From an optimization exercise on the open Yosys and OpenROAD flow, aimed at small area, a short achievable clock period and few clock cycles per item; shortcuts taken in it are not production practice. Function was checked by simulation only, so behaviour that the tests miss may differ from the original. Power figures rest on the tool's default switching activity, not on a simulated workload.

==> flow/design.v <==
module ad5934_freq_encoder (
    input  wire [32:0] rem,
    input  wire [33:0] diff,
    input  wire        nbit,
    output wire        qbit,
    output wire [32:0] rem_next
);
    assign qbit     = ~diff[33];
    assign rem_next = {(qbit ? diff[31:0] : rem[31:0]), nbit};
endmodule
module ad5934_ctrl (
    input  wire         clk,
    input  wire         rst,           
    input  wire         cmd_valid,
    output wire         cmd_ready,
    input  wire [167:0] cmd,
    output reg          rsp_valid,
    output wire [209:0] rsp,
    output wire         bus_req,
    output wire         bus_we,
    output wire [7:0]   bus_addr,
    output wire [7:0]   bus_wdata,
    input  wire         bus_ack,
    input  wire [7:0]   bus_rdata,
    input  wire         bus_err,
    input  wire [31:0]  poll_budget
);
    localparam [2:0] CTL_IDLE     = 3'd0,
                     CTL_STANDBY  = 3'd1,
                     CTL_INITED   = 3'd2,
                     CTL_SWEEPING = 3'd3,
                     CTL_COMPLETE = 3'd4,
                     CTL_FAULTED  = 3'd5;
    reg        rdy;                  
    reg [2:0]  ctl;
    reg        configured;
    reg        rs_ill;               
    reg        rs_ber;               
    reg        rs_flt;               
    reg        rs_emp;               
    reg        rs_enc;               
    reg        rs_f0, rs_f1, rs_f2;  
    reg        rs_c1, rs_c2;         
    reg        rs_cfg;               
    reg        rs_rmw;               
    reg        rs_rep, rs_inc, rs_cmp;   
    reg        r_sv, r_pv;           
    reg        breq, bwe;
    reg [4:0]  baddr;                
    reg [7:0]  bwdata;
    reg [7:0]  op;
    reg        is_enc, is_cfg, is_poll, is_stby, is_pd, is_init, is_strt;
    reg [32:0] S;                    
    reg [23:0] Q;                    
    reg [31:0] Creg;                 
    reg        fA;                   
    reg        chk1, chk2, chk3, ovb, ovfA, ovfB;
    reg        dv_run, dv_sec, pend, cfg_ok, cmp_pend, add_re, add_im;
    reg [4:0]  dv_cnt;
    reg        tof, to_r;
    reg [24:0] p_start, p_inc;
    reg [8:0]  p_ninc;
    reg [15:0] p_rep;
    reg [8:0]  idx;                  
    reg [15:0] cnt;                  
    reg [31:0] sum_re;               
    reg [31:0] sum_im;               
    reg [31:0] fp1;                  
    reg [33:0] pf;                   
    wire [7:0] cop = cmd[7:0];
    wire       ctl_is = (ctl == CTL_IDLE) || (ctl == CTL_STANDBY);
    reg        c_legal, c_bus, c_div;
    always @(*) begin
        c_bus = 1'b0;
        c_div = 1'b0;
        case (cop)
            8'h01: begin c_legal = 1'b1; c_div = 1'b1; end
            8'h02: begin c_legal = ctl_is; c_div = 1'b1; end
            8'h03, 8'h04, 8'h05: begin c_legal = ctl_is; c_bus = 1'b1; end
            8'h10: begin c_legal = 1'b1; c_bus = 1'b1; end
            8'h11: begin c_legal = (ctl != CTL_FAULTED); c_bus = 1'b1; end
            8'h12: begin c_legal = (ctl == CTL_STANDBY) && configured; c_bus = 1'b1; end
            8'h13: begin c_legal = (ctl == CTL_INITED); c_bus = 1'b1; end
            8'h20: begin c_legal = (ctl == CTL_SWEEPING); c_bus = 1'b1; end
            default: c_legal = 1'b0;
        endcase
    end
    wire        accept = rdy && cmd_valid;
    wire [31:0] c_clk  = cmd[1] ? cmd[103:72] : cmd[71:40];    
    wire [31:0] c_creg = (cop == 8'h20) ? poll_budget : c_clk;
    wire ack  = breq && bus_ack;
    wire okk  = ack && !bus_err;
    wire berr = ack && bus_err;
    wire a_st   = (baddr == 5'h0F);      
    wire a_smp  = baddr[4];              
    wire a_rmw  = (baddr[4:1] == 4'd0);  
    wire p_more  = (cnt != 16'd1);
    wire p_last  = (idx == p_ninc);
    wire p_done  = Q[10];                
    wire p_inc_d = !p_more && !p_done && !p_last;
    wire p_cmp_d = !p_more && p_done && p_last;
    wire p_flt_d = !p_more && (p_done ^ p_last);
    reg [7:0] rmw_mask, rmw_or;
    always @(*) begin
        rmw_mask = 8'h07;
        case (op)
            8'h03: begin rmw_mask = 8'hF9; rmw_or = {5'd0, S[8:7], 1'b0}; end    
            8'h04: begin rmw_mask = 8'hFE; rmw_or = {7'd0, S[7]}; end
            8'h05: begin rmw_mask = 8'hF7; rmw_or = {4'd0, S[7], 3'd0}; end
            8'h10: rmw_or = 8'hB0;
            8'h11: rmw_or = 8'hA0;
            8'h12: rmw_or = 8'h10;
            8'h13: rmw_or = 8'h20;
            default: rmw_or = p_inc_d ? 8'h30 : 8'h40;
        endcase
    end
    wire [4:0] nb      = baddr + 5'd1;
    wire       fixed   = (baddr[3:0] >= 4'd7);
    wire       c_last  = (baddr[3:0] == 4'hB);
    wire       take    = cfg_ok && (!breq || okk) && !c_last && (fixed || pend);
    wire       bus_idle_cfg = cfg_ok && !breq;
    reg  [7:0] fixbyte;
    always @(*) begin
        case (nb[1:0])
            2'd0: fixbyte = {7'd0, idx[8]};
            2'd1: fixbyte = idx[7:0];
            2'd2: fixbyte = {4'd0, sum_im[11:8]};
            default: fixbyte = sum_im[7:0];
        endcase
    end
    wire dv_go   = dv_run && !chk1 && !ovb && (!pend || bus_idle_cfg);
    wire dv_step = dv_go && (dv_cnt != 5'd24);
    wire dv_rein = dv_go && (dv_cnt == 5'd24) && !dv_sec;
    wire c_clr  = rs_rmw && (is_stby || is_pd || is_init);
    wire c_fz   = rs_rmw && is_strt;
    wire c_finc = rs_emp && !to_r;
    wire m_div = dv_run && !ovb;                  
    wire m_sub = m_div || ovb || tof;
    wire m_cin = m_sub || c_finc;
    wire [33:0] ax = ({34{m_div}} & {1'b0, S})
                   | ({34{ovb}} & {2'b00, pf[24:0], Creg[31:25]})     
                   | ({34{tof || c_finc}} & {2'b00, fp1})              
                   | ({34{add_re}} & {2'b00, sum_re})
                   | ({34{add_im}} & {2'b00, sum_im})
                   | ({34{rs_inc}} & pf);                              
    wire [33:0] ay = ({34{m_sub}} & {2'b11, ~Creg})
                   | ({34{add_re || add_im}} & {{18{Creg[31]}}, Creg[31:16]})
                   | ({34{rs_inc}} & {9'd0, p_inc});
    wire [34:0] as_c = {ax, m_cin} + {ay, m_cin};
    wire [33:0] as   = as_c[34:1];             
    wire        q;
    wire [32:0] S_it;
    ad5934_freq_encoder u_enc (.rem(S), .diff(as), .nbit(chk1 ? Creg[24] : Q[23]),
                               .qbit(q), .rem_next(S_it));
    wire e_ill = accept && !c_legal;
    wire e_emp = okk && tof && !bus_rdata[1];
    wire e_flt = okk && a_smp && (baddr[1:0] == 2'd3) && p_flt_d;
    wire e_cfg = okk && is_cfg && c_last;
    wire e_wr  = okk && bwe && !is_cfg;           
    wire e_enc = dv_step && is_enc && (dv_cnt == 5'd23);
    wire e_fa  = chk2 && is_enc && ovfA;
    wire c_bad = chk3 && (ovfA || ovfB || (sum_im[11:10] == 2'b10) || (cnt == 16'd0));
    always @(posedge clk) begin
        rsp_valid <= e_ill || berr || e_emp || e_flt || e_cfg || e_wr || e_enc || e_fa
                     || c_bad || cmp_pend;
        rs_ill <= e_ill;
        rs_ber <= berr;
        rs_flt <= e_flt;
        rs_emp <= e_emp;
        rs_enc <= e_enc;
        rs_f0  <= e_fa;
        rs_f1  <= c_bad && ovfA;
        rs_f2  <= c_bad && !ovfA && ovfB;
        rs_c1  <= c_bad && !ovfA && !ovfB && (sum_im[11:10] == 2'b10);
        rs_c2  <= c_bad && !ovfA && !ovfB && (sum_im[11:10] != 2'b10);
        rs_cfg <= e_cfg;
        rs_rmw <= e_wr && !is_poll;
        rs_rep <= e_wr && is_poll && !p_inc_d;
        rs_inc <= e_wr && is_poll && p_inc_d;
        rs_cmp <= cmp_pend;
        r_sv   <= (e_wr && is_poll) || cmp_pend;
        r_pv   <= (e_wr && is_poll && p_inc_d) || cmp_pend;
        add_re   <= 1'b0;
        add_im   <= 1'b0;
        chk1     <= 1'b0;
        chk2     <= chk1;
        chk3     <= chk2 && is_cfg;
        ovb      <= chk1 && is_cfg;
        cmp_pend <= 1'b0;
        fA <= |cmd[39:33];
        if (chk1)
            ovfA <= fA || q;
        if (ovb)
            ovfB <= pf[25] || q;
        if (tof)
            to_r <= !as[33];                      
        if (ack)
            tof <= 1'b0;
        if (rdy) begin
            op      <= cop;
            is_enc  <= (cop == 8'h01);
            is_cfg  <= (cop == 8'h02);
            is_poll <= (cop == 8'h20);
            is_stby <= (cop == 8'h10);
            is_pd   <= (cop == 8'h11);
            is_init <= (cop == 8'h12);
            is_strt <= (cop == 8'h13);
            S      <= {1'b0, cmd[32:8], c_clk[31:25]};
            Q      <= c_clk[23:0];
            Creg   <= c_creg;
            bwe    <= 1'b0;
            baddr  <= (cop == 8'h20) ? 5'h0F : {4'd0, (cop == 8'h05) || (cop == 8'h02)};
            dv_cnt <= 5'd0;
            dv_sec <= 1'b0;
            pend   <= 1'b0;
            cfg_ok <= 1'b0;
            if (ctl_is) begin
                sum_re[24:0] <= cmd[32:8];
                pf[25:0]     <= {|cmd[71:65], cmd[64:40]};
                idx          <= cmd[112:104];
                sum_im[11:0] <= cmd[124:113];
                cnt          <= cmd[151:136];
            end
        end
        if (accept) begin
            rdy    <= 1'b0;
            breq   <= c_legal && c_bus;
            dv_run <= c_legal && c_div;
            chk1   <= c_legal && c_div;
            tof    <= c_legal && (cop == 8'h20);
        end
        if (rsp_valid) begin
            rdy    <= 1'b1;
            dv_run <= 1'b0;
            if (rs_emp && to_r)
                ctl <= CTL_FAULTED;
            if (c_clr || rs_inc || rs_cmp || rs_rep || c_fz)
                fp1 <= 32'd1;
            if (c_finc)
                fp1 <= as[31:0];
            if (c_clr || rs_inc || rs_cmp) begin
                cnt    <= p_rep;
                sum_re <= 32'd0;
                sum_im <= 32'd0;
            end
            if (rs_rep)
                cnt <= cnt - 16'd1;
            if (c_clr) begin
                idx <= 9'd0;
                pf  <= {9'd0, p_start};
            end
            if (rs_inc) begin
                idx <= idx + 9'd1;
                pf  <= as;
            end
            if (rs_cfg) begin
                p_start <= sum_re[24:0];
                p_inc   <= pf[24:0];
                p_ninc  <= idx;
                p_rep   <= cnt;
            end
        end
        if (add_re) begin
            sum_re     <= as[31:0];
            Creg[15:0] <= Creg[31:16];
        end
        if (add_im)
            sum_im <= as[31:0];
        if (chk1) begin
            S <= S_it;
        end
        if (e_fa || c_bad)
            dv_run <= 1'b0;
        if (chk3 && !c_bad)
            cfg_ok <= 1'b1;
        if (dv_step) begin
            S      <= S_it;
            Q      <= {Q[22:0], q};
            dv_cnt <= dv_cnt + 5'd1;
            if (dv_cnt[2:0] == 3'd7 && is_cfg)
                pend <= 1'b1;
        end
        if (dv_rein) begin
            S      <= {pf[24:0], Creg[31:24]};
            Q      <= Creg[23:0];
            dv_cnt <= 5'd0;
            dv_sec <= 1'b1;
        end
        if (take) begin
            breq   <= 1'b1;
            bwe    <= 1'b1;
            baddr  <= nb;
            bwdata <= fixed ? fixbyte : Q[7:0];
            if (!fixed)
                pend <= 1'b0;
        end
        if (breq && a_st)
            Q[15:8] <= bus_rdata;
        if (breq && a_smp) begin
            if (baddr[0])
                Creg[23:16] <= bus_rdata;
            else
                Creg[31:24] <= bus_rdata;
        end
        if (breq && !bwe && a_rmw)
            bwdata <= (bus_rdata & rmw_mask) | rmw_or;
        if (cmp_pend)
            ctl <= CTL_COMPLETE;
        if (okk) begin
            if (is_cfg) begin
                if (c_last) begin
                    breq       <= 1'b0;
                    configured <= 1'b1;
                end else if (!take) begin
                    breq <= 1'b0;
                end
            end else if (a_st) begin
                if (bus_rdata[1])
                    baddr <= 5'h14;
                else
                    breq <= 1'b0;
            end else if (a_smp) begin
                baddr <= nb;
                if (baddr[1:0] == 2'd1)
                    add_re <= 1'b1;
                if (baddr[1:0] == 2'd3) begin
                    add_im <= 1'b1;
                    if (p_cmp_d) begin
                        breq     <= 1'b0;
                        cmp_pend <= 1'b1;
                    end else if (p_flt_d) begin
                        breq <= 1'b0;
                        ctl  <= CTL_FAULTED;
                    end else begin
                        baddr <= 5'h00;
                    end
                end
            end else if (!bwe) begin
                bwe <= 1'b1;
            end else begin
                breq <= 1'b0;
                if (is_stby) ctl <= CTL_STANDBY;
                if (is_pd)   ctl <= CTL_IDLE;
                if (is_init) ctl <= CTL_INITED;
                if (is_strt) ctl <= CTL_SWEEPING;
            end
        end
        if (berr) begin
            breq   <= 1'b0;
            dv_run <= 1'b0;
            cfg_ok <= 1'b0;
            ctl    <= CTL_FAULTED;
            if (is_cfg) configured <= 1'b0;
        end
        if (rst) begin
            rdy        <= 1'b1;
            rsp_valid  <= 1'b0;
            breq       <= 1'b0;
            ctl        <= CTL_IDLE;
            configured <= 1'b0;
            dv_run     <= 1'b0;
            chk1       <= 1'b0;
            chk2       <= 1'b0;
            chk3       <= 1'b0;
            ovb        <= 1'b0;
            pend       <= 1'b0;
            cfg_ok     <= 1'b0;
            cmp_pend   <= 1'b0;
            add_re     <= 1'b0;
            add_im     <= 1'b0;
            tof        <= 1'b0;
            rs_ill <= 1'b0; rs_ber <= 1'b0; rs_flt <= 1'b0; rs_emp <= 1'b0;
            rs_enc <= 1'b0; rs_f0  <= 1'b0; rs_f1  <= 1'b0; rs_f2  <= 1'b0;
            rs_c1  <= 1'b0; rs_c2  <= 1'b0; rs_cfg <= 1'b0; rs_rmw <= 1'b0;
            rs_rep <= 1'b0; rs_inc <= 1'b0; rs_cmp <= 1'b0;
        end
    end
    assign cmd_ready = rdy;
    assign bus_req   = breq;
    assign bus_we    = bwe;
    assign bus_addr  = {3'b100, baddr};
    assign bus_wdata = bwdata;
    wire to_rsp = rs_emp && to_r;
    wire [15:0] info = rs_ill ? {5'd0, ctl, op} :
                       rs_ber ? {7'd0, bwe, 3'b100, baddr} :
                       rs_flt ? {8'h02, Q[15:8]} :
                                {14'd0, rs_f2 || rs_c2, rs_f1 || rs_c1};
    assign rsp[0]       = rs_ill || rs_ber || rs_flt || to_rsp;
    assign rsp[1]       = rs_f0 || rs_f1 || rs_f2 || to_rsp;
    assign rsp[2]       = rs_ill || rs_c1 || rs_c2;
    assign rsp[5:3]     = to_rsp ? CTL_FAULTED : ctl;
    assign rsp[6]       = r_sv;
    assign rsp[7]       = r_pv;
    assign rsp[23:8]    = info;
    assign rsp[47:24]   = rs_enc ? Q : 24'd0;
    assign rsp[79:48]   = r_sv ? Creg : 32'd0;
    assign rsp[88:80]   = r_pv ? idx : 9'd0;
    assign rsp[129:89]  = r_pv ? {7'd0, pf} : 41'd0;
    assign rsp[161:130] = r_pv ? sum_re : 32'd0;
    assign rsp[193:162] = r_pv ? sum_im : 32'd0;
    assign rsp[209:194] = r_pv ? p_rep : 16'd0;
endmodule
==> flow/flow/run.sh <==
#!/bin/bash
# Standard layout, with the port buffers made of the smallest buffer cell.
set -euo pipefail
bash standard.sh 'BUFFER_PORTS_ARGS=-buffer_cell sky130_fd_sc_hd__buf_1' finish > orfs_make.log 2>&1
==> flow/standard.sh <==
#!/bin/bash
# synth_recipe.tcl (not shown) runs the flow's synth.tcl, then flattens the netlist and writes it again
# the make line also repeats each setting of config.mk as NAME=value (left out here)
make -C /OpenROAD-flow-scripts/flow DESIGN_CONFIG=/design/flow/config.mk WORK_HOME=/design/flow/orfs CLKGATE_MAP_FILE= SYNTH_SCRIPT=/design/flow/synth_recipe.tcl "${@:-finish}"
==> flow/config.mk <==
export PLATFORM = sky130hd
export DESIGN_NAME = ad5934_ctrl
export DESIGN_NICKNAME = ad5934_ctrl
export VERILOG_FILES = /design/flow/design.v
export SDC_FILE = /design/flow/constraint.sdc
export NUM_CORES = 4
export LEC_CHECK = 0
export CAP_MARGIN = 20
export CORE_MARGIN = 2
export CORE_UTILIZATION = 55
export PLACE_DENSITY = 0.7
export SETUP_SLACK_MARGIN = 4.5
export SLEW_MARGIN = 20
==> flow/constraint.sdc <==
create_clock -name core_clock -period 8.0 [get_ports {clk}]
set_input_delay 1.6000 -clock core_clock [delete_from_list [all_inputs] [get_ports {clk}]]
set_output_delay 1.6000 -clock core_clock [all_outputs]
set_load 0.01 [all_outputs]
==> reports/results.tsv, run 1 <==
stage	metric	value	unit
clock_tree	htreeDepth	2	
finish	nNetsFinal	3295	
grt	antenna_found_initial	8	
finish	n_fill_cell	3195	
hold_path	hold_path_depth	1	
timing	min_period	4.11	ns
setup_path	path_depth	19	
hold_path	hold_end	rs_rmw$_SDFF_PP0_	
finish	drive_gt1_frac	0.160	
floorplanning	ios	443	
power_and_ir_drop	power_density	168	nW/um2
drt	wl_per_cell	30.7	um
clock_tree	clk_pin_slew	0.06	ns
placed_design	place_congestion	0.978	
yosys	seq_area_frac_synth	0.442	
drt	remaining_drc_errors	0	
clock_tree	cts_root_buf	clkbuf_16	
timing	relSlewSlack	0.148	
grt	grt_pass1_wl	155	mm
timing	finalSetupViolCount	0	
job	cap_viol_max_count	0	
yosys	synth_commonest_cells	304 x nand2_1, 242 x edfxtp_1, 224 x nor2_1	
grt	grt_usage	0.485	
status	status	finished clean	
drt	via_per_inst	6.91	
setup_path	path_class	reg2reg	
yosys	synth_cell_type_count	85	
yosys	ys.flop_type	edfxtp_1	
setup_path	cp_slowest_stage_delay	0.41	ns
timing	hold_viol	0	
setup_path	crit_family	compound AO/OA/AOI/OAI gates	
floorplanning	initial_utilization	0.557	
setup_path	arrival	4.46	ns
setup_path	critical_path.max_fanout	11	
grt	grt_max_degree	70	
setup_path	path_buf_inv	6	
timing	rsz0062_at_grt	true	
yosys	ys_async_sr_fraction	0	
clock_tree	cts_buffers	44	
yosys	syn_avg_cell_area	8.98	um2
floorplanning	die_area	44000	um2
placed_design	hpwl	71.2	mm
timing	drv_slew	0	
yosys	synth_edf_count	242	
timing	period_share	0.513	
timing	fin_skew	0.0219	ns
power_and_ir_drop	leakage	11.3	nW
power_and_ir_drop	peakVddDrop	182	uV
setup_path	r2r_setup_slack	3.89	ns
hold_path	holdCritPathClass	reg2reg	
yosys	syn_area	23300	um2
drt	first_iter_violations	4027	
timing	finalSetupTns	0	ns
setup_path	r2r_start	add_re$_SDFF_PP0_	
setup_path	cp_common_cell	buf_12	
grt	overflow	0	
timing	tightest_slew	1.28	ns
yosys	yosys_warnings	1	
floorplanning	die_width	210	um
floorplanning	placeableCoreArea	41900	um2
clock_tree	cts_tree	built	
yosys	synth_cells	2595	
yosys	synth.most_common_cell	nand2_1	
floorplanning	core.rowCount	75	
drt	antenna_left	0	
clock_tree	insertion_delay	0.62	ns
yosys	synth_top_area_share	0.312	
setup_path	critPathRequiredTime	8.35	ns
setup_path	critPathLaunchType	flop	
yosys	synth.area.top_cells	edfxtp_1 31%, dfxtp_1 13%, and2_1 5.9%	
yosys	ys_ff_latch	393	
clock_tree	clock-sinks	393	
setup_path	ff2ff_path_depth	19	
yosys	synth.largest_area_cell	edfxtp_1	
grt	grt_pass1_vias	23013	
drt	dr.pass1.iters	9	
finish	synthToLayoutAreaGrowth	27.4	%
setup_path	worstReg2RegEnd	S[8]$_DFFE_PP_	
hold_path	worstHoldStart	is_poll$_DFFE_PP_	
drt	drt-total-wl	111	mm
setup_path	setup.worst_path.end_class	flop	
timing	max_freq	0.243	GHz
clock_tree	cts_buffer_depth	3	
floorplanning	die_h	210	um
timing	hold_slack	0.439	ns
setup_path	cp_slowest_cell	dfxtp_4	
placed_design	io_buffers	400	
drt	routed-via-count	24987	
setup_path	worstPathCellList	buf_12 -> a22oi_2 -> nand2_1 -> a221o_1 -> ha_4 -> a21o_1 -> a31oi_2 -> and3_1 -> o21ai_2 -> buf_4 -> buf_6 -> a31o_4 -> nand2_4 -> nor3_4 -> buf_12 -> nor2_4 -> buf_12 -> inv_16 -> o311a_1	
==> worst register-to-register path, stage by stage (launching register included) <==
cell	delay (ns)
dfxtp_4	0.41
buf_12	0.15
a22oi_2	0.41
nand2_1	0.15
a221o_1	0.36
ha_4	0.27
a21o_1	0.16
a31oi_2	0.15
and3_1	0.19
o21ai_2	0.08
buf_4	0.14
buf_6	0.12
a31o_4	0.24
nand2_4	0.09
nor3_4	0.08
buf_12	0.17
nor2_4	0.10
buf_12	0.19
inv_16	0.07
o311a_1	0.31
==> registers in the layout (all words and copies together) (netlist names), 16 cells and up, named ones only <==
name	flops
Q	24
p_start	25
p_inc	25
cnt	16
fp1	32
sum_im	32
Creg	32
sum_re	32
S	33
p_rep	16
pf	34
==> routing by layer <==
| layer | vias up | GRT usage | part of all wire |
|---|---|---|---|
| met3 | 624 | 0.146 | 0.14 |
| met5 | - | 0 | 0.00050 |
| li1 | 10396 | - | - |
| met1 | 11706 | 0.592 | 0.34 |
| met2 | 2253 | 0.726 | 0.42 |
| met4 | 8 | 0.362 | 0.097 |
==> metrics by stage <==
| step | power [W] | instances | area (um2) | utilization | worst slack [ns] |
|---|---|---|---|---|---|
| 6_report | 0.00497 | 3614 | 29700 | 0.709 | 3.89 |
| 3_3_place_gp | 0.00287 | 3368 | 24900 | 0.596 | 2.80 |
| 2_1_floorplan | 0.00262 | 2608 | 23400 | - | 4.50 |
| 5_1_grt | 0.00505 | 3610 | 29700 | 0.709 | 3.89 |
| 4_1_cts | 0.00490 | 3575 | 28800 | 0.689 | 4.14 |
| 3_5_place_dp | 0.00288 | 3368 | 24900 | 0.596 | 2.75 |
==> kinds of logic after synthesis <==
| logic type | synth area share |
|---|---|
| muxes | 0.0461 |
| AOI/OAI and AO/OA | 0.217 |
| xor gates and xnor gates | 0.0199 |
| other | 0.000322 |
| and+or+nand+nor | 0.205 |
| adders and majority gates | 0.0256 |
| buffers and inverters | 0.0441 |
| DFF | 0.442 |
==> placed cells by master, fill, tap and decap left out, drive strengths merged, types with 25 or more instances in the layout <==
master,count
a221o,47
a22oi,82
and2,220
buf,577
nand3,39
o22ai,48
a31oi,25
clkbuf,64
nand2,304
xnor2,32
nor3,38
nor2,224
ha,46
inv,31
o21ai,218
a21oi,179
edfxtp,242
dfxtp,151
mux2i,104
==> final cells by class <==
type,count,area (um2),area share
timing repair buffer,587,3740,0.126
inverter,32,154,0.00518
clock buffer,59,1240,0.0417
multi-input combinational,1975,13300,0.448
clock inverter,22,201,0.00679
tap,539,674,0.0227
sequential,393,10300,0.348
timing repair inverter,2,27.5,0.000927
antenna,5,12.5,0.000421
==> power breakdown <==
group          total, W  leakage (nW)  switching, W  internal, W
clock network   0.00208         0.710      0.000917      0.00116
registers       0.00249          3.45      0.000227      0.00226
logic          0.000409          7.10      0.000253     0.000156
total           0.00497          11.3       0.00140      0.00358
==> worst max path at each step <==
| stage | start | endpoint |
|---|---|---|
| 2_1_floorplan | add_im$_SDFF_PP0_ | S[29]$_DFFE_PP_ |
| 3_3_place_gp | add_im$_SDFF_PP0_ | S[7]$_DFFE_PP_ |
| 3_5_place_dp | add_im$_SDFF_PP0_ | S[8]$_DFFE_PP_ |
| 4_1_cts | add_re$_SDFF_PP0_ | S[22]$_DFFE_PP_ |
| 5_1_grt | add_re$_SDFF_PP0_ | S[7]$_DFFE_PP_ |
| 6_report | add_re$_SDFF_PP0_ | S[8]$_DFFE_PP_ |
==> what timing repair did <==
item                                    4_1_cts  5_1_grt
setup buffers                               110       32
hold buffers                                  0        0
gates resized for setup                     263      118
pin swaps                                    60       66
endpoints found under the setup margin      323      131
gates cloned                                 16        2
Testbench counts, summed over its fixed seeds: cycles 52,207, commands 4,800.
==> run 2, diff against run 1 <==
--- a/flow/design.v
+++ b/flow/design.v
@@ -58,6 +58,7 @@
     reg        dv_run, dv_sec, pend, cfg_ok, cmp_pend, add_re, add_im;
     reg [4:0]  dv_cnt;
     reg        tof, to_r;
+    reg        x_S, x_fp1, y_C, y_sx, a_cin;
     reg [24:0] p_start, p_inc;
     reg [8:0]  p_ninc;
     reg [15:0] p_rep;
@@ -134,19 +135,16 @@
     wire c_clr  = rs_rmw && (is_stby || is_pd || is_init);
     wire c_fz   = rs_rmw && is_strt;
     wire c_finc = rs_emp && !to_r;
-    wire m_div = dv_run && !ovb;                  
-    wire m_sub = m_div || ovb || tof;
-    wire m_cin = m_sub || c_finc;
-    wire [33:0] ax = ({34{m_div}} & {1'b0, S})
-                   | ({34{ovb}} & {2'b00, pf[24:0], Creg[31:25]})     
-                   | ({34{tof || c_finc}} & {2'b00, fp1})              
+    wire [33:0] ax = ({34{x_S}} & {1'b0, S})
+                   | ({34{ovb}} & {2'b00, pf[24:0], Creg[31:25]})
+                   | ({34{x_fp1}} & {2'b00, fp1})
                    | ({34{add_re}} & {2'b00, sum_re})
                    | ({34{add_im}} & {2'b00, sum_im})
-                   | ({34{rs_inc}} & pf);                              
-    wire [33:0] ay = ({34{m_sub}} & {2'b11, ~Creg})
-                   | ({34{add_re || add_im}} & {{18{Creg[31]}}, Creg[31:16]})
+                   | ({34{rs_inc}} & pf);
+    wire [33:0] ay = ({34{y_C}} & {2'b11, ~Creg})
+                   | ({34{y_sx}} & {{18{Creg[31]}}, Creg[31:16]})
                    | ({34{rs_inc}} & {9'd0, p_inc});
-    wire [34:0] as_c = {ax, m_cin} + {ay, m_cin};
+    wire [34:0] as_c = {ax, a_cin} + {ay, a_cin};
     wire [33:0] as   = as_c[34:1];             
     wire        q;
     wire [32:0] S_it;
@@ -160,6 +158,17 @@
     wire e_enc = dv_step && is_enc && (dv_cnt == 5'd23);
     wire e_fa  = chk2 && is_enc && ovfA;
     wire c_bad = chk3 && (ovfA || ovfB || (sum_im[11:10] == 2'b10) || (cnt == 16'd0));
+    wire e_wr_inc = e_wr && is_poll && p_inc_d;
+    wire dv_run_d = !rst && !berr && !(e_fa || c_bad) && !rsp_valid
+                    && (accept ? (c_legal && c_div) : dv_run);
+    wire tof_d    = !rst && (accept ? (c_legal && (cop == 8'h20)) : (tof && !ack));
+    wire ovb_d    = !rst && chk1 && is_cfg;
+    wire add_re_d = !rst && okk && a_smp && (baddr[1:0] == 2'd1);
+    wire add_im_d = !rst && okk && a_smp && (baddr[1:0] == 2'd3);
+    wire to_r_d   = tof ? !as[33] : to_r;     
+    wire finc_d   = !rst && e_emp && !to_r_d;
+    wire x_S_d    = dv_run_d && !ovb_d;
+    wire y_C_d    = x_S_d || ovb_d || tof_d;
     always @(posedge clk) begin
         rsp_valid <= e_ill || berr || e_emp || e_flt || e_cfg || e_wr || e_enc || e_fa
                      || c_bad || cmp_pend;
@@ -180,22 +189,26 @@
         rs_cmp <= cmp_pend;
         r_sv   <= (e_wr && is_poll) || cmp_pend;
         r_pv   <= (e_wr && is_poll && p_inc_d) || cmp_pend;
-        add_re   <= 1'b0;
-        add_im   <= 1'b0;
+        add_re   <= add_re_d;
+        add_im   <= add_im_d;
         chk1     <= 1'b0;
         chk2     <= chk1;
         chk3     <= chk2 && is_cfg;
-        ovb      <= chk1 && is_cfg;
+        ovb      <= ovb_d;
+        dv_run   <= dv_run_d;
+        tof      <= tof_d;
+        to_r     <= to_r_d;
+        x_S      <= x_S_d;
+        x_fp1    <= tof_d || finc_d;
+        y_C      <= y_C_d;
+        y_sx     <= add_re_d || add_im_d;
+        a_cin    <= y_C_d || finc_d;
         cmp_pend <= 1'b0;
         fA <= |cmd[39:33];
         if (chk1)
             ovfA <= fA || q;
         if (ovb)
             ovfB <= pf[25] || q;
-        if (tof)
-            to_r <= !as[33];                      
-        if (ack)
-            tof <= 1'b0;
         if (rdy) begin
             op      <= cop;
             is_enc  <= (cop == 8'h01);
@@ -225,13 +238,10 @@
         if (accept) begin
             rdy    <= 1'b0;
             breq   <= c_legal && c_bus;
-            dv_run <= c_legal && c_div;
             chk1   <= c_legal && c_div;
-            tof    <= c_legal && (cop == 8'h20);
         end
         if (rsp_valid) begin
             rdy    <= 1'b1;
-            dv_run <= 1'b0;
             if (rs_emp && to_r)
                 ctl <= CTL_FAULTED;
             if (c_clr || rs_inc || rs_cmp || rs_rep || c_fz)
@@ -269,8 +279,6 @@
         if (chk1) begin
             S <= S_it;
         end
-        if (e_fa || c_bad)
-            dv_run <= 1'b0;
         if (chk3 && !c_bad)
             cfg_ok <= 1'b1;
         if (dv_step) begin
@@ -321,10 +329,7 @@
                     breq <= 1'b0;
             end else if (a_smp) begin
                 baddr <= nb;
-                if (baddr[1:0] == 2'd1)
-                    add_re <= 1'b1;
                 if (baddr[1:0] == 2'd3) begin
-                    add_im <= 1'b1;
                     if (p_cmp_d) begin
                         breq     <= 1'b0;
                         cmp_pend <= 1'b1;
@@ -347,7 +352,6 @@
         end
         if (berr) begin
             breq   <= 1'b0;
-            dv_run <= 1'b0;
             cfg_ok <= 1'b0;
             ctl    <= CTL_FAULTED;
             if (is_cfg) configured <= 1'b0;
@@ -358,17 +362,12 @@
             breq       <= 1'b0;
             ctl        <= CTL_IDLE;
             configured <= 1'b0;
-            dv_run     <= 1'b0;
             chk1       <= 1'b0;
             chk2       <= 1'b0;
             chk3       <= 1'b0;
-            ovb        <= 1'b0;
             pend       <= 1'b0;
             cfg_ok     <= 1'b0;
             cmp_pend   <= 1'b0;
-            add_re     <= 1'b0;
-            add_im     <= 1'b0;
-            tof        <= 1'b0;
             rs_ill <= 1'b0; rs_ber <= 1'b0; rs_flt <= 1'b0; rs_emp <= 1'b0;
             rs_enc <= 1'b0; rs_f0  <= 1'b0; rs_f1  <= 1'b0; rs_f2  <= 1'b0;
             rs_c1  <= 1'b0; rs_c2  <= 1'b0; rs_cfg <= 1'b0; rs_rmw <= 1'b0;
--- a/flow/config.mk
+++ b/flow/config.mk
@@ -7,7 +7,7 @@
 export LEC_CHECK = 0
 export CAP_MARGIN = 20
 export CORE_MARGIN = 2
-export CORE_UTILIZATION = 55
-export PLACE_DENSITY = 0.7
+export CORE_UTILIZATION = 50
+export PLACE_DENSITY = 0.65
 export SETUP_SLACK_MARGIN = 4.5
 export SLEW_MARGIN = 20
==> reports/results.tsv, run 2 <==
stage	metric	value	unit
clock_tree	cts_buffers	44	
yosys	synth.largest_area_cell	edfxtp_1	
drt	wl_per_cell	29.2	um
timing	fin_skew	0.0273	ns
clock_tree	clock-sinks	398	
power_and_ir_drop	switching_share	0.282	
floorplanning	ios	443	
timing	tightest_slew	1.10	ns
yosys	synth.most_common_cell	nand2_1	
setup_path	ff2ff_path_depth	14	
timing	rsz0062_at_grt	true	
timing	min_period	3.85	ns
drt	drt-total-wl	104	mm
finish	regMostFlops	pf	
yosys	yosys_warnings	1	
placed_design	place_congestion	1.00	
timing	finalSetupTns	0	ns
floorplanning	initial_utilization	0.506	
setup_path	critical_path.max_fanout	6	
power_and_ir_drop	power_density	175	nW/um2
timing	hold_slack	0.462	ns
yosys	syn_avg_cell_area	9.08	um2
yosys	syn_area	23000	um2
yosys	ys.flop_type	edfxtp_1	
finish	layout_commonest_cell	buf_1	
floorplanning	placeableCoreArea	45400	um2
grt	antenna_found_initial	2	
grt	grt_pass1_vias	21691	
status	status	finished clean	
drt	first_iter_violations	3514	
finish	nNetsFinal	3188	
finish	instances_no_fill	3566	
clock_tree	cts_buffer_depth	3	
floorplanning	die_area	47700	um2
clock_tree	cts_root_buf	clkbuf_16	
placed_design	io_buffers	400	
finish	final_cell_mix	398 x buf_1, 267 x nand2_1, 241 x edfxtp_1	
timing	max_freq	0.260	GHz
power_and_ir_drop	peakVddDrop	175	uV
power_and_ir_drop	combPwrFrac	0.083	
timing	worst_slack	4.15	ns
finish	top_regs	pf: 34 flops, S: 33 flops	
power_and_ir_drop	intPower	0.00354	W
yosys	synth_commonest_cells	290 x nand2_1, 241 x edfxtp_1, 240 x and2_1	
grt	grt_pass1_wl	146	mm
drt	antenna_left	0	
power_and_ir_drop	leakage	11.1	nW
grt	grt_max_degree	63	
clock_tree	insertion_delay	0.61	ns
yosys	seq_area_frac_synth	0.452	
floorplanning	die_h	218	um
timing	finalSetupViolCount	0	
timing	hold_viol	0	
setup_path	critPathRequiredTime	8.34	ns
power_and_ir_drop	total_power	0.00494	W
finish	largest_reg_flops	34	
power_and_ir_drop	clkPwrFrac	0.408	
clock_tree	htreeDepth	2	
timing	period_share	0.482	
yosys	synth_cells	2530	
drt	routed-via-count	23435	
finish	n_fill_cell	3978	
placed_design	dpl_worst_slack	2.81	ns
setup_path	arrival	4.19	ns
setup_path	path_class	reg2reg	
drt	remaining_drc_errors	0	
grt	overflow	0	
floorplanning	core.rowCount	78	
hold_path	hold_path_depth	1	
hold_path	holdCritPathClass	reg2reg	
power_and_ir_drop	switching_power	0.00139	W
setup_path	critPathLaunchType	flop	
drt	via_per_inst	6.57	
clock_tree	cts_tree	built	
yosys	synth_top_area_share	0.315	
setup_path	setup.worst_path.end_class	flop	
yosys	ys_ff_latch	398	
finish	synthToLayoutAreaGrowth	22.5	%
drt	dr.pass1.iters	6	
floorplanning	die_width	218	um
yosys	synth_cell_type_count	80	
power_and_ir_drop	pwr-share-seq	0.509	
finish	drive_gt1_frac	0.127	
clock_tree	clk_pin_slew	0.07	ns
placed_design	hpwl	69.3	mm
timing	relSlewSlack	0.266	
placed_design	dp.cells	3389	
timing	drv_slew	0	
yosys	synth_edf_count	241	
yosys	ys_async_sr_fraction	0	
grt	grt_usage	0.421	
yosys	synth.area.top_cells	edfxtp_1 31%, dfxtp_1 14%, and2_1 6.5%	
job	cap_viol_max_count	0	
==> run 2: changes by cell type in the layout (fill, tap and decap cells not counted), moves of 13 or more <==
| cell | change |
|---|---|
| nand2_2 | +17 |
| nand2_1 | -30 |
| buf_6 | -13 |
| a221o_1 | -36 |
| o311a_1 | -20 |
| o21ai_2 | -16 |
| a21o_1 | +15 |
| a22oi_1 | +47 |
| and2_1 | +23 |
| nand3_1 | +23 |
| buf_4 | -35 |
| nor2_1 | -32 |
| o22ai_1 | +17 |
| o2bb2ai_1 | -14 |
==> run 2: layout make-up <==
class                      count  area, um2  area share
antenna                        2       5.00    0.000178
clock buffer                  63       1260      0.0446
clock inverter                19        121     0.00431
inverter                      34        135     0.00480
multi-input combinational   1928      12600       0.447
sequential                   398      10400       0.371
tap                          600        751      0.0267
timing repair buffer         522       2870       0.102
==> run 2: path summary, 6_finish.rpt <==
path	slack, ns	start	endpoint
setup reg to reg	4.15	Creg[24]$_DFF_P_	S[26]$_DFFE_PP_
setup / recovery	4.15	Creg[24]$_DFF_P_	S[26]$_DFFE_PP_
hold reg to reg	0.46	is_poll$_DFFE_PP_	rs_rmw$_SDFF_PP0_
hold / removal	0.46	is_poll$_DFFE_PP_	rs_rmw$_SDFF_PP0_
==> run 2: kinds of logic (layout without fill, tap and decap cells) <==
logic type                 Yosys count  count (layout)  share of synthesized area
muxes                              118             118                     0.0522
AOI/OAI and AO/OA                  747             747                      0.204
xor gates and xnor gates            62              63                     0.0256
other                                2              17                   0.000327
adders and majority gates           47              47                     0.0259
buffers and inverters              219             638                     0.0396
and+or+nand+nor                    937             938                      0.201
DFF                                398             398                      0.452
==> run 2: stage by stage <==
| step | utilization | cell area (um2) |
|---|---|---|
| 4_1_cts | 0.607 | 27500 |
| 3_3_place_gp | 0.546 | 24800 |
| 6_report | 0.620 | 28100 |
| 3_5_place_dp | 0.546 | 24800 |
| 2_1_floorplan | - | 23000 |
| 5_1_grt | 0.620 | 28100 |
==> run 2: worst max-delay path, stage by stage (launching register included) <==
cell and delay [ns]:
dfxtp_1 0.79, a22oi_1 0.18, o21ai_0 0.15, ha_1 0.35, a21oi_2 0.22, o22ai_1 0.10, or2_2 0.34, o211a_4 0.30
nor2_8 0.11, o211a_4 0.23, buf_12 0.12, xnor2_4 0.11, buf_12 0.18, and2_4 0.14, o31a_1 0.23
==> run 2: metal layers <==
metal  track usage  vias to the layer above  share of wire
li1              -                    10004              -
met1         0.545                    11249           0.37
met2         0.636                     1773           0.44
met3        0.0912                      409           0.12
met4         0.272                        0          0.068
met5             0                        -              0
==> run 2: timing repair <==
action / 4_1_cts / 5_1_grt
endpoints found under the setup margin: 334 / 120
hold buffers: 0 / 0
pin swaps: 60 / 41
buffers inserted: 60 / 27
gates cloned: 6 / 0
resized for setup: 142 / 85
==> run 2: power groups by stage <==
stage / Combinational, W / Clock, W / Sequential [W]
final: 0.000410 / 0.00201 / 0.00251
after global placement: 0.000378 / 0 / 0.00254
after global routing: 0.000433 / 0.00209 / 0.00251
after floorplan: 0.000244 / 0 / 0.00240
after CTS: 0.000393 / 0.00201 / 0.00249
after detailed placement: 0.000386 / 0 / 0.00254
Testbench counts of run 2, summed over its fixed seeds: cycles 52,207, commands 4,800.
==> run 3, diff against run 2 <==
--- a/flow/design.v
+++ b/flow/design.v
@@ -1,12 +1,14 @@
 module ad5934_freq_encoder (
-    input  wire [32:0] rem,
-    input  wire [33:0] diff,
-    input  wire        nbit,
-    output wire        qbit,
-    output wire [32:0] rem_next
+    input  wire [33:0] rem,          
+    input  wire        nbit,         
+    input  wire [33:0] sum,          
+    output wire [33:0] xop,          
+    output wire        add_clk,      
+    output wire        qbit
 );
-    assign qbit     = ~diff[33];
-    assign rem_next = {(qbit ? diff[31:0] : rem[31:0]), nbit};
+    assign xop     = {rem[32:0], nbit};
+    assign add_clk = rem[33];
+    assign qbit    = ~sum[33];
 endmodule
 module ad5934_ctrl (
     input  wire         clk,
@@ -50,7 +52,7 @@
     reg [7:0]  bwdata;
     reg [7:0]  op;
     reg        is_enc, is_cfg, is_poll, is_stby, is_pd, is_init, is_strt;
-    reg [32:0] S;                    
+    reg [33:0] S;                    
     reg [23:0] Q;                    
     reg [31:0] Creg;                 
     reg        fA;                   
@@ -58,7 +60,8 @@
     reg        dv_run, dv_sec, pend, cfg_ok, cmp_pend, add_re, add_im;
     reg [4:0]  dv_cnt;
     reg        tof, to_r;
-    reg        x_S, x_fp1, y_C, y_sx, a_cin;
+    reg        x_S, x_fp1, y_Cn, y_Cp, y_sx, a_cin;
+    reg        it0b;                 
     reg [24:0] p_start, p_inc;
     reg [8:0]  p_ninc;
     reg [15:0] p_rep;
@@ -105,9 +108,9 @@
     always @(*) begin
         rmw_mask = 8'h07;
         case (op)
-            8'h03: begin rmw_mask = 8'hF9; rmw_or = {5'd0, S[8:7], 1'b0}; end    
-            8'h04: begin rmw_mask = 8'hFE; rmw_or = {7'd0, S[7]}; end
-            8'h05: begin rmw_mask = 8'hF7; rmw_or = {4'd0, S[7], 3'd0}; end
+            8'h03: begin rmw_mask = 8'hF9; rmw_or = {5'd0, S[7:6], 1'b0}; end    
+            8'h04: begin rmw_mask = 8'hFE; rmw_or = {7'd0, S[6]}; end
+            8'h05: begin rmw_mask = 8'hF7; rmw_or = {4'd0, S[6], 3'd0}; end
             8'h10: rmw_or = 8'hB0;
             8'h11: rmw_or = 8'hA0;
             8'h12: rmw_or = 8'h10;
@@ -129,27 +132,29 @@
             default: fixbyte = sum_im[7:0];
         endcase
     end
-    wire dv_go   = dv_run && !chk1 && !ovb && (!pend || bus_idle_cfg);
+    wire dv_go   = dv_run && !chk1 && !ovb && !it0b && (!pend || bus_idle_cfg);
     wire dv_step = dv_go && (dv_cnt != 5'd24);
     wire dv_rein = dv_go && (dv_cnt == 5'd24) && !dv_sec;
     wire c_clr  = rs_rmw && (is_stby || is_pd || is_init);
     wire c_fz   = rs_rmw && is_strt;
     wire c_finc = rs_emp && !to_r;
-    wire [33:0] ax = ({34{x_S}} & {1'b0, S})
+    wire        q;
+    wire [33:0] xop;
+    wire        add_clk;
+    wire [33:0] ax = ({34{x_S}} & xop)
                    | ({34{ovb}} & {2'b00, pf[24:0], Creg[31:25]})
                    | ({34{x_fp1}} & {2'b00, fp1})
                    | ({34{add_re}} & {2'b00, sum_re})
                    | ({34{add_im}} & {2'b00, sum_im})
                    | ({34{rs_inc}} & pf);
-    wire [33:0] ay = ({34{y_C}} & {2'b11, ~Creg})
+    wire [33:0] ay = ({34{y_Cn}} & {2'b11, ~Creg})
+                   | ({34{y_Cp}} & {2'b00, Creg})
                    | ({34{y_sx}} & {{18{Creg[31]}}, Creg[31:16]})
                    | ({34{rs_inc}} & {9'd0, p_inc});
     wire [34:0] as_c = {ax, a_cin} + {ay, a_cin};
     wire [33:0] as   = as_c[34:1];             
-    wire        q;
-    wire [32:0] S_it;
-    ad5934_freq_encoder u_enc (.rem(S), .diff(as), .nbit(chk1 ? Creg[24] : Q[23]),
-                               .qbit(q), .rem_next(S_it));
+    ad5934_freq_encoder u_enc (.rem(S), .nbit((chk1 || it0b) ? Creg[25] : Q[23]), .sum(as),
+                               .xop(xop), .add_clk(add_clk), .qbit(q));
     wire e_ill = accept && !c_legal;
     wire e_emp = okk && tof && !bus_rdata[1];
     wire e_flt = okk && a_smp && (baddr[1:0] == 2'd3) && p_flt_d;
@@ -168,7 +173,10 @@
     wire to_r_d   = tof ? !as[33] : to_r;     
     wire finc_d   = !rst && e_emp && !to_r_d;
     wire x_S_d    = dv_run_d && !ovb_d;
-    wire y_C_d    = x_S_d || ovb_d || tof_d;
+    wire s_step   = chk1 || it0b || dv_step;
+    wire t_d      = s_step ? as[33] : ((rdy || dv_rein) ? 1'b0 : add_clk);    
+    wire y_Cp_d   = x_S_d && t_d;
+    wire y_Cn_d   = (x_S_d && !t_d) || ovb_d || tof_d;
     always @(posedge clk) begin
         rsp_valid <= e_ill || berr || e_emp || e_flt || e_cfg || e_wr || e_enc || e_fa
                      || c_bad || cmp_pend;
@@ -200,9 +208,11 @@
         to_r     <= to_r_d;
         x_S      <= x_S_d;
         x_fp1    <= tof_d || finc_d;
-        y_C      <= y_C_d;
+        y_Cn     <= y_Cn_d;
+        y_Cp     <= y_Cp_d;
         y_sx     <= add_re_d || add_im_d;
-        a_cin    <= y_C_d || finc_d;
+        a_cin    <= y_Cn_d || finc_d;
+        it0b     <= dv_rein && !rst;
         cmp_pend <= 1'b0;
         fA <= |cmd[39:33];
         if (chk1)
@@ -218,8 +228,8 @@
             is_pd   <= (cop == 8'h11);
             is_init <= (cop == 8'h12);
             is_strt <= (cop == 8'h13);
-            S      <= {1'b0, cmd[32:8], c_clk[31:25]};
-            Q      <= c_clk[23:0];
+            S      <= {3'b000, cmd[32:8], c_clk[31:26]};
+            Q      <= c_clk[24:1];
             Creg   <= c_creg;
             bwe    <= 1'b0;
             baddr  <= (cop == 8'h20) ? 5'h0F : {4'd0, (cop == 8'h05) || (cop == 8'h02)};
@@ -276,21 +286,21 @@
         end
         if (add_im)
             sum_im <= as[31:0];
-        if (chk1) begin
-            S <= S_it;
+        if (chk1 || it0b) begin
+            S <= as;
         end
         if (chk3 && !c_bad)
             cfg_ok <= 1'b1;
         if (dv_step) begin
-            S      <= S_it;
+            S      <= as;
             Q      <= {Q[22:0], q};
             dv_cnt <= dv_cnt + 5'd1;
             if (dv_cnt[2:0] == 3'd7 && is_cfg)
                 pend <= 1'b1;
         end
         if (dv_rein) begin
-            S      <= {pf[24:0], Creg[31:24]};
-            Q      <= Creg[23:0];
+            S      <= {3'b000, pf[24:0], Creg[31:26]};
+            Q      <= Creg[24:1];
             dv_cnt <= 5'd0;
             dv_sec <= 1'b1;
         end
==> reports/results.tsv, run 3 <==
stage	metric	value	unit
clock_tree	htreeDepth	2	
drt	wl_per_cell	27.9	um
setup_path	setup.worst_path.end_class	flop	
timing	finalSetupTns	0	ns
yosys	synth_xor_area_frac	0.0163	
yosys	muxShareOfSynthArea	0.0578	
timing	relSlewSlack	0.270	
drt	remaining_drc_errors	0	
timing	tightest_slew	1.09	ns
clock_tree	cts_root_buf	clkbuf_16	
timing	hold_viol	0	
grt	antenna_found_initial	3	
clock_tree	cts_tree	built	
grt	grt_use_met2	0.610	
hold_path	holdCritPathClass	reg2reg	
yosys	ys_async_sr_fraction	0	
setup_path	r2r_setup_slack	4.46	ns
timing	drv_slew	0	
yosys	ys_ff_latch	401	
yosys	ys.flop_type	edfxtp_1	
power_and_ir_drop	power_density	183	nW/um2
finish	synthToLayoutAreaGrowth	19.2	%
grt	grt_pass1_wl	143	mm
grt	grt_most_used_layer	met2	
drt	routed-via-count	23267	
setup_path	critPathLaunchType	flop	
floorplanning	ios	443	
yosys	synth_top_family_by_area	simple AND/OR/NAND/NOR gates	
timing	max_freq	0.282	GHz
timing	min_period	3.54	ns
clock_tree	cts_buffer_depth	3	
power_and_ir_drop	leakage	10.9	nW
placed_design	dpl_cell_area	25300	um2
yosys	synth_cells	2638	
floorplanning	die_area	48900	um2
yosys	synth.most_common_cell	nand2_1	
finish	final_cell_mix	399 x buf_1, 366 x nand2_1, 239 x edfxtp_1	
placed_design	hpwl	68.5	mm
placed_design	place_congestion	0.960	
timing	period_share	0.443	
hold_path	hold_path_depth	1	
floorplanning	placeableCoreArea	46600	um2
finish	drive_gt1_frac	0.112	
grt	grt_usage	0.389	
job	cap_viol_max_count	0	
drt	via_per_inst	6.45	
yosys	synth_top_area_share	0.304	
drt	drt-total-wl	101	mm
grt	grt_use_met3	0.0834	
finish	layout_commonest_cell	buf_1	
yosys	syn_avg_cell_area	8.94	um2
grt	grt_max_degree	69	
yosys	synth.area.top_cells	edfxtp_1 30%, dfxtp_1 14%, and2_1 6.1%	
placed_design	dpl_worst_slack	3.27	ns
floorplanning	die_width	221	um
finish	nNetsFinal	3224	
yosys	synth.largest_area_cell	edfxtp_1	
yosys	seq_area_frac_synth	0.442	
grt	grtUsageMet1	0.510	
timing	finalSetupViolCount	0	
yosys	synth_cell_type_count	97	
floorplanning	die_h	221	um
grt	overflow	0	
drt	first_iter_violations	2705	
timing	rsz0062_at_grt	true	
grt	grt_pass1_vias	21695	
finish	n_fill_cell	4133	
finish	post-route-util	0.604	
clock_tree	cts_buffers	46	
setup_path	critical_path.max_fanout	5	
status	status	finished clean	
yosys	synth_compound_area_frac	0.189	
floorplanning	core.rowCount	79	
setup_path	ff2ff_path_depth	14	
clock_tree	clock-sinks	401	
floorplanning	initial_utilization	0.507	
yosys	synth_commonest_cells	373 x nand2_1, 239 x edfxtp_1, 230 x and2_1	
yosys	yosys_warnings	1	
setup_path	arrival	3.99	ns
setup_path	path_class	reg2reg	
power_and_ir_drop	total_power	0.00515	W
clock_tree	insertion_delay	0.60	ns
yosys	yosys.area_share.simple	0.226	
finish	final_area	28100	um2
placed_design	io_buffers	400	
drt	antenna_left	0	
drt	dr.pass1.iters	6	
yosys	synth_edf_count	239	
power_and_ir_drop	peakVddDrop	203	uV
clock_tree	clk_pin_slew	0.06	ns
finish	top_regs	S: 34 flops, pf: 34 flops	
timing	worst_slack	4.46	ns
setup_path	critPathRequiredTime	8.44	ns
timing	fin_skew	0.0198	ns
yosys	synthAdderAreaFrac	0.0252	
yosys	syn_area	23600	um2
[run 3: cell count changes after synthesis, sizes merged, moves of 8 or more]
cell,previous run,this run
nand2,290,374
a21o,36,12
o21ai,198,174
nand3,63,82
mux2i,114,129
o221a,1,16
o22ai,65,50
a21oi,186,173
buf,44,57
a221oi,14,2
a31oi,24,12
xor2,31,20
inv,31,39
nor2b,16,24
[run 3: layout make-up]
type | instances | area, um2 | share of cell area
well taps | 607 | 759 | 0.0270
clock inverters | 28 | 307 | 0.0109
multi-input cells | 2003 | 12900 | 0.459
repair buffers | 469 | 2230 | 0.0794
diodes | 2 | 5.00 | 0.000178
inverters | 43 | 166 | 0.00592
clock buffers | 57 | 1260 | 0.0450
flip-flops and latches | 401 | 10500 | 0.372
[run 3: stage by stage]
| stage | cells | hold WS (ns) |
|---|---|---|
| finish | 3610 | 0.484 |
| CTS | 3592 | 0.471 |
| global placement | 3486 | 0.454 |
| floorplan | 2651 | 0.406 |
| detailed placement | 3487 | 0.466 |
| global route | 3610 | 0.509 |
[run 3: critical path, stage by stage, from the launching register on]
cell       delay, ns
dfxtp_4         0.36
or2_4           0.24
mux2_4          0.31
nand2_2         0.06
and4_4          0.22
inv_2           0.05
ha_4            0.21
a21oi_4         0.16
o2111ai_4       0.15
and4_4          0.21
o41a_1          0.46
or4b_4          0.58
o211ai_4        0.15
nand2_2         0.09
a21oi_2         0.14
[run 3: worst paths after layout]
check                     from                end
min          is_poll$_DFFE_PP_  rs_rmw$_SDFF_PP0_
min reg2reg  is_poll$_DFFE_PP_  rs_rmw$_SDFF_PP0_
max reg2reg    chk1$_SDFF_PP0_    S[28]$_DFFE_PP_
max            chk1$_SDFF_PP0_    S[28]$_DFFE_PP_
[run 3: what timing repair did]
item | 4_1_cts | 5_1_grt
pin swaps | 19 | 40
cloned | 1 | 3
endpoints found under the setup margin | 384 | 123
buffers inserted | 19 | 13
gates resized for setup | 95 | 101
hold buffers | 0 | 0
[run 3: kinds of logic (layout without fill, tap and decap cells)]
family | Yosys count | after routing
AO/OA/AOI/OAI | 684 | 684
XOR/XNOR | 44 | 44
adder cells (fa/ha/maj) | 47 | 47
buffers and inverters | 247 | 597
flip-flops | 401 | 401
multiplexers | 135 | 135
other | 2 | 17
AND/OR/NAND/NOR | 1078 | 1078
[run 3: per-layer routing]
metal  routed length [um]  part of all wire
met5                   12           0.00012
met4                 5100             0.051
met3                10800              0.11
met2                46100              0.46
met1                38500              0.38
[run 3: power breakdown]
part | internal, W | switching, W | total, W
logic | 0.000159 | 0.000243 | 0.000403
clock network | 0.00132 | 0.000925 | 0.00225
registers | 0.00230 | 0.000205 | 0.00250
total | 0.00378 | 0.00137 | 0.00515
Testbench counts of run 3, summed over its fixed seeds: cycles 52,357, commands 4,800.
==> run 4, diff against run 3 <==
--- a/flow/config.mk
+++ b/flow/config.mk
@@ -8,6 +8,7 @@
 export CAP_MARGIN = 20
 export CORE_MARGIN = 2
 export CORE_UTILIZATION = 50
+export CTS_BUF_LIST = sky130_fd_sc_hd__clkbuf_8
 export PLACE_DENSITY = 0.65
 export SETUP_SLACK_MARGIN = 4.5
 export SLEW_MARGIN = 20
==> reports/results.tsv, run 4 <==
stage	metric	value	unit
status	status	finished clean	
power_and_ir_drop	intPower	0.00350	W
yosys	synth_compound_area_frac	0.189	
yosys	muxShareOfSynthArea	0.0578	
yosys	synth_cell_type_count	97	
grt	grt_max_degree	63	
power_and_ir_drop	combPwrFrac	0.084	
floorplanning	die_width	221	um
floorplanning	initial_utilization	0.507	
drt	routed-via-count	23412	
job	cap_viol_max_count	0	
yosys	yosys.area_share.simple	0.226	
finish	synthToLayoutAreaGrowth	18.8	%
drt	first_iter_violations	2870	
finish	layout_commonest_cell	buf_1	
power_and_ir_drop	switching_power	0.00138	W
drt	antenna_left	0	
timing	finalSetupTns	0	ns
yosys	ys_ff_latch	401	
setup_path	setup.worst_path.end_class	flop	
timing	drv_slew	0	
clock_tree	htreeDepth	3	
clock_tree	cts_buffers	73	
hold_path	holdCritPathClass	reg2reg	
finish	nNetsFinal	3263	
power_and_ir_drop	peakVddDrop	124	uV
floorplanning	placeableCoreArea	46600	um2
timing	tightest_slew	1.15	ns
clock_tree	cts_tree	built	
timing	period_share	0.458	
floorplanning	core.rowCount	79	
drt	drt-total-wl	101	mm
clock_tree	holdBufCountCts	0	
finish	drive_gt1_frac	0.118	
yosys	synth_top_family_by_area	simple AND/OR/NAND/NOR gates	
drt	wl_per_cell	27.5	um
yosys	ys.flop_type	edfxtp_1	
placed_design	hpwl	68.5	mm
drt	remaining_drc_errors	0	
setup_path	critPathLaunchType	flop	
placed_design	io_buffers	400	
yosys	seq_area_frac_synth	0.442	
floorplanning	die_h	221	um
clock_tree	cts_buffer_depth	3	
power_and_ir_drop	switching_share	0.282	
grt	grt_pass1_vias	21990	
yosys	synth_top_area_share	0.304	
timing	min_period	3.67	ns
timing	max_freq	0.273	GHz
yosys	synth.most_common_cell	nand2_1	
drt	via_per_inst	6.38	
timing	fin_skew	0.0409	ns
placed_design	place_congestion	0.960	
power_and_ir_drop	leakage	11.1	nW
timing	finalSetupViolCount	0	
placed_design	dpl_worst_slack	3.27	ns
power_and_ir_drop	power_density	174	nW/um2
yosys	syn_avg_cell_area	8.94	um2
yosys	synth_edf_count	239	
yosys	synth_commonest_cells	373 x nand2_1, 239 x edfxtp_1, 230 x and2_1	
timing	worst_slack	4.33	ns
timing	hold_slack	0.488	ns
grt	antenna_found_initial	5	
clock_tree	clock-sinks	401	
drt	dr.pass1.iters	8	
floorplanning	ios	443	
timing	rsz0062_at_grt	true	
clock_tree	insertion_delay	0.68	ns
setup_path	path_class	reg2reg	
clock_tree	cts_root_buf	clkbuf_8	
finish	top_regs	S: 34 flops, pf: 34 flops	
yosys	synth.largest_area_cell	edfxtp_1	
setup_path	critical_path.max_fanout	3	
power_and_ir_drop	clkPwrFrac	0.404	
grt	grt_usage	0.396	
setup_path	arrival	4.07	ns
grt	grt_pass1_wl	145	mm
floorplanning	die_area	48900	um2
timing	hold_viol	0	
yosys	synth_xor_area_frac	0.0163	
yosys	ys_async_sr_fraction	0	
finish	final_cell_mix	399 x buf_1, 368 x nand2_1, 239 x edfxtp_1	
clock_tree	clk_pin_slew	0.06	ns
setup_path	critPathRequiredTime	8.40	ns
power_and_ir_drop	pwr-share-seq	0.513	
yosys	synth_cells	2638	
yosys	synthAdderAreaFrac	0.0252	
yosys	syn_area	23600	um2
yosys	yosys_warnings	1	
timing	relSlewSlack	0.235	
power_and_ir_drop	total_power	0.00488	W
grt	overflow	0	
yosys	synth.area.top_cells	edfxtp_1 30%, dfxtp_1 14%, and2_1 6.1%	
[run 4: path summary, 6_finish.rpt]
kind	start	endpoint	slack (ns)	cells after the start
worst max-delay path	chk1$_SDFF_PP0_	sum_im[19]$_SDFFCE_PN0P_	4.33	15
worst max register to register	chk1$_SDFF_PP0_	sum_im[19]$_SDFFCE_PN0P_	4.33	15
worst min-delay path	S[31]$_SDFFE_PP0P_	S[31]$_SDFFE_PP0P_	0.49	2
worst min register to register	S[31]$_SDFFE_PP0P_	S[31]$_SDFFE_PP0P_	0.49	2
[run 4: power groups by stage]
stage / clock network, W / logic (W) / registers [W]
final: 0.00197 / 0.000408 / 0.00250
after global placement: 0 / 0.000377 / 0.00253
after floorplan: 0 / 0.000257 / 0.00241
after detailed placement: 0 / 0.000385 / 0.00253
after CTS: 0.00197 / 0.000395 / 0.00249
after global routing: 0.00206 / 0.000435 / 0.00250
[run 4: what timing repair did]
item	CTS	global route
setup endpoints to repair	394	175
gates resized for setup	100	85
gates cloned	2	1
pin swaps	17	27
buffers inserted	23	22
[run 4: layout make-up]
type / instances / area [um2]
inverter: 43 / 164
tap: 607 / 759
timing repair buffer: 481 / 2330
multi-input combinational: 2003 / 12900
antenna: 2 / 5.00
clock inverter: 47 / 259
sequential: 401 / 10500
clock buffer: 86 / 1180
fill: 4176 / 18500
[run 4: cell families after synthesis]
family | count (synthesis)
simple gates | 1078
compound gates | 684
flops | 401
buf+inv | 247
mux | 135
fa+ha+maj | 47
xor+xnor | 44
other cells | 2
[run 4: worst max-delay path, stage by stage, from the launching register on]
cell and delay (ns):
dfxtp_4 0.36, or2_4 0.24, mux2_4 0.31, nand2_2 0.08, and4_4 0.26, fa_2 0.20, and2b_2 0.25, o2111ai_4 0.22
buf_4 0.15, buf_6 0.08, nand3_2 0.09, a21oi_4 0.21, o21ai_2 0.09, mux2_4 0.33, or3_4 0.35, and2_1 0.18
[run 4: routing by layer]
metal	vias up	global-route usage	wire, um
met5	-	0	13
met4	2	0.211	5370
met3	275	0.0882	10800
met2	1542	0.612	45600
met1	11335	0.520	38900
li1	10258	-	-
[run 4: stage by stage]
step	area, um2	utilization	std cells
after global routing	28000	0.602	3670
after detailed placement	25300	0.544	3487
after global placement	25300	0.544	3486
final	28000	0.602	3670
after CTS	27500	0.590	3645
after floorplan	23600	-	2651

## afterwards: timing with drivers on the ports
The flow's constraints put no driver on any port. The routed layouts listed below were extracted and timed again, unchanged, in two steps. Step 1 sets driving cells, clkbuf_16 on the clock port and buf_2 on the other inputs (assumed; they add their load-dependent delay and slew). Step 2 moves the port delays by t, midway between the first and last clock arrival at a register: inputs arrive t later, outputs are due t later. That takes back most of the time a late clock gives input paths. a / b / c = ideal / step 1 / step 2; a / b = the first two.
run	t, ns	slack for setup (ns)	worst hold slack (ns)	latest minus earliest clock arrival (ns)	cell pins on the clock port's net
run 1	0.669	3.892 / 3.892 / 3.892	0.439 / 0.439 / 0.439	0.021 / 0.022	1
run 2	0.661	4.147 / 4.147 / 4.058	0.462 / 0.462 / 0.462	0.027 / 0.028	1
run 3	0.649	4.458 / 4.458 / 3.977	0.484 / 0.484 / 0.484	0.020 / 0.020	1
run 4	0.716	4.334 / 4.334 / 3.998	0.488 / 0.488 / 0.488	0.043 / 0.044	1
After both steps every run listed still meets setup and hold. The setup slack of run 3, which loses most, moves by 0.000 ns with the drivers and by -0.481 ns with both steps.
